What follows belongs to an exercise in optimizing a design on an open flow for small area, a short achievable clock period and few clock cycles; a production flow would make more cautious choices.
Where RTL was checked, it was by simulation tests only, not by an equivalence proof against the original.
No activity file was given, so power comes from the tool's default toggle rates.

## mctp_tx
module mctp_tx (
    input  wire        clk,
    input  wire        rst,           
    input  wire        start_valid,
    output wire        start_ready,
    input  wire [12:0] cfg_len,       
    input  wire [7:0]  cfg_mtu,       
    input  wire [31:0] cfg_addr,      
    input  wire        cfg_to,        
    input  wire        cfg_pec_xor,   
    input  wire        cfg_mic,       
    input  wire        in_valid,
    output wire        in_ready,
    input  wire [7:0]  in_data,
    output reg         out_valid,
    input  wire        out_ready,
    output reg  [7:0]  out_data,
    output reg         out_sop,       
    output reg         out_eop        
);
Size in the first run: about 820 cells after synthesis, about 150 flip-flops, about 82 I/O pins, roughly 8700 um2 of cells after synthesis.
==> flow/config.mk <==
export PLATFORM = sky130hd
export DESIGN_NAME = mctp_tx
export DESIGN_NICKNAME = mctp_tx
export VERILOG_FILES = /design/flow/design.v
export SDC_FILE = /design/flow/constraint.sdc
export NUM_CORES = 4
export LEC_CHECK = 0
export CAP_MARGIN = 20
export CORE_MARGIN = 2
export CORE_UTILIZATION = 65
export CTS_BUF_LIST = sky130_fd_sc_hd__clkbuf_8
export CTS_CLUSTER_SIZE = 30
export SETUP_SLACK_MARGIN = 2.8
export SLEW_MARGIN = 20
export SYNTH_HIERARCHICAL = 1
export TNS_END_PERCENT = 10
==> flow/constraint.sdc <==
create_clock -name core_clock -period 5.0 [get_ports {clk}]
set_input_delay 1.0000 -clock core_clock [delete_from_list [all_inputs] [get_ports {clk}]]
set_output_delay 1.0000 -clock core_clock [all_outputs]
set_load 0.01 [all_outputs]
standard.sh (not shown) runs the stock make flow with config.mk's settings and CLKGATE_MAP_FILE= SYNTH_SCRIPT=/design/flow/synth_recipe.tcl, a recipe that flattens the netlist after the stock synthesis.
==> flow/flow/run.sh <==
#!/bin/bash
# The standard layout (standard.sh: the standard flow's synthesis and ORFS flow), with the
# port buffers made of sky130_fd_sc_hd__buf_1 cells instead of the default
# delay-buffer cells, and clock tree synthesis without dummy loads.
# make's full output goes to flow_make.log.
set -euo pipefail
export BUFFER_PORTS_ARGS="-buffer_cell sky130_fd_sc_hd__buf_1"
export CTS_ARGS="-sink_clustering_enable -repair_clock_nets -dont_use_dummy_load -buf_list sky130_fd_sc_hd__clkbuf_8 -sink_clustering_size 30"
bash standard.sh > flow_make.log 2>&1
Testbench counts at the start, summed over its fixed seeds: cycles 49,716.
Next try:
==> flow/flow/run.sh (replaced) <==
#!/bin/bash
# The standard layout (standard.sh: the standard flow's synthesis and ORFS flow), with the
# port buffers made of sky130_fd_sc_hd__buf_2 cells instead of the default
# delay-buffer cells. make's full output goes to flow_make.log.
set -euo pipefail
export BUFFER_PORTS_ARGS="-buffer_cell sky130_fd_sc_hd__buf_2"
bash standard.sh > flow_make.log 2>&1
- CORE_UTILIZATION: 65 -> 40
Result:
- cell count goes up by 10%
- routed wire length grows by 1.8%
- first-iteration DRC count shrinks by 18%
- setup slack is better by 0.13 ns
- power rose by 16%
Next try:
==> flow/flow/run.sh (replaced) <==
#!/bin/bash
# The standard layout (standard.sh: the standard flow's synthesis and ORFS flow), with the
# port buffers made of sky130_fd_sc_hd__buf_1 cells instead of the default
# delay-buffer cells, and clock tree synthesis without dummy loads.
# make's full output goes to flow_make.log.
set -euo pipefail
export BUFFER_PORTS_ARGS="-buffer_cell sky130_fd_sc_hd__buf_1"
export CTS_ARGS="-sink_clustering_enable -repair_clock_nets -dont_use_dummy_load -buf_list sky130_fd_sc_hd__clkbuf_8 -sink_clustering_size 30"
bash standard.sh > flow_make.log 2>&1
Effect: The new run finished clean. Setup slack degrades by 0.070 ns. Routed wire length rose by 0.64%. Via count came out lower by 0.49%. Area after synthesis does not change. Cell count drops by 0.58%. Clock-buffer cell count stays the same.

========
job 110:
Another version of the RTL of mctp_tx (not shown whole).
For scale: ~910 cells after synthesis, about 140 flip-flops, about 82 I/O pins.
==> flow/design.v (excerpt) <==
module mctp_tx (
    input  wire        clk,
    input  wire        rst,           
    input  wire        start_valid,
    output wire        start_ready,
    input  wire [12:0] cfg_len,       
    input  wire [7:0]  cfg_mtu,       
    input  wire [31:0] cfg_addr,      
    input  wire        cfg_to,        
    input  wire        cfg_pec_xor,   
    input  wire        cfg_mic,       
    input  wire        in_valid,
    output wire        in_ready,
    input  wire [7:0]  in_data,
    output reg         out_valid,
    input  wire        out_ready,
    output reg  [7:0]  out_data,
    output reg         out_sop,       
    output reg         out_eop        
);
clock: 5.0 ns
lec_check: 0
cap_margin: 20
core_margin: 2
core_utilization: 40
slew_margin: 20
run.sh (not shown) runs the stock make flow with config.mk's settings and CLKGATE_MAP_FILE= SYNTH_SCRIPT=/design/flow/synth_recipe.tcl, a recipe that flattens the netlist after the stock synthesis.
Stock flow here: none of the scripts above is used.
Job 110 went all the way through the flow, and no timing, DRC or antenna check failed.
For job 4810, these inputs were changed with respect to job 110:
Settings: TNS_END_PERCENT newly set to 10; SETUP_SLACK_MARGIN newly set to 2.7.
==> flow/flow/run.sh (new file) <==
#!/bin/bash
# The standard layout (standard.sh: the standard flow's synthesis and ORFS flow), with the
# port buffers made of sky130_fd_sc_hd__buf_2 cells instead of the default
# delay-buffer cells. make's full output goes to flow_make.log.
set -euo pipefail
export BUFFER_PORTS_ARGS="-buffer_cell sky130_fd_sc_hd__buf_2"
bash standard.sh > flow_make.log 2>&1
==> flow/standard.sh (new file) <==
#!/bin/bash
# synth_recipe.tcl (not shown) runs the flow's synth.tcl, then flattens the netlist and writes it again
# the make line also repeats each setting of config.mk as NAME=value (left out here)
make -C /OpenROAD-flow-scripts/flow DESIGN_CONFIG=/design/flow/config.mk WORK_HOME=/design/flow/orfs CLKGATE_MAP_FILE= SYNTH_SCRIPT=/design/flow/synth_recipe.tcl "${@:-finish}"
removed: flow/run.sh
--- outcome ---
- Job 4810 reached the final stage; the timing, DRC and antenna checks on its layout passed.
- Taking job 110 as the reference, in job 4810 met3 demand-to-capacity share in global routing now sits at about the same level, synthesis-to-finish area growth has increased, total power consumption of the routed design up about 2.6%, final worst-path cycle share has decreased, count of plain and timing-repair buffers in the layout climbed 47%.
- Going from job 110 to job 4810, the worst setup slack was found to have gone up by 0.58 ns.
- Job 4810 vs. job 110: worst hold margin closely matched the old numbers, count of endpoints failing setup in the final report ~0 delta, clock buffer instance count of the final layout down 1, count of buffering cells on the critical path with inverters included has increased.
- Total via count after detailed routing in job 4810 vs job 110: up 314
No run of this note included a check of the RTL's function; only the layout flow was run.

## what the ideal ports hide
How much do the figures lean on ideal ports? The routed layouts below were timed once more, with nothing changed but the port constraints.
Step 1: set_driving_cell puts a clkbuf_16 on clk and a buf_2 on each other input, an assumption about the parent block.
Step 2 adds t to the input delays and takes it off the output delays; t is the mean of the earliest and latest rising clock arrival at the registers after step 1. Input paths then give back, and output paths get back, about the clock's delay inside the block.
Slacks: ideal ports / drivers / drivers and shift; pairs: ideal ports / drivers.
| run | t, ns | setup WS [ns] | latest minus earliest clock arrival (ns) | pins driven straight from the clock port |
|---|---|---|---|---|
| the first run of note 1 | 0.488 | 2.561 / 2.574 / 2.086 | 0.027 / 0.027 | 1 |
| the second run of note 1 | 0.508 | 2.689 / 2.689 / 2.197 | 0.013 / 0.013 | 1 |
| the third run of note 1 | 0.488 | 2.619 / 2.618 / 2.129 | 0.035 / 0.035 | 1 |
| job 110 | 0.472 | 1.558 / 1.558 / 1.158 | 0.013 / 0.014 | 1 |
| job 4810 | 0.471 | 2.135 / 2.135 / 1.750 | 0.012 / 0.013 | 1 |
After both steps every run listed still meets setup and hold. The setup slack of the second run of note 1, which loses most, moves by 0.000 ns with the drivers and by -0.492 ns with both steps.
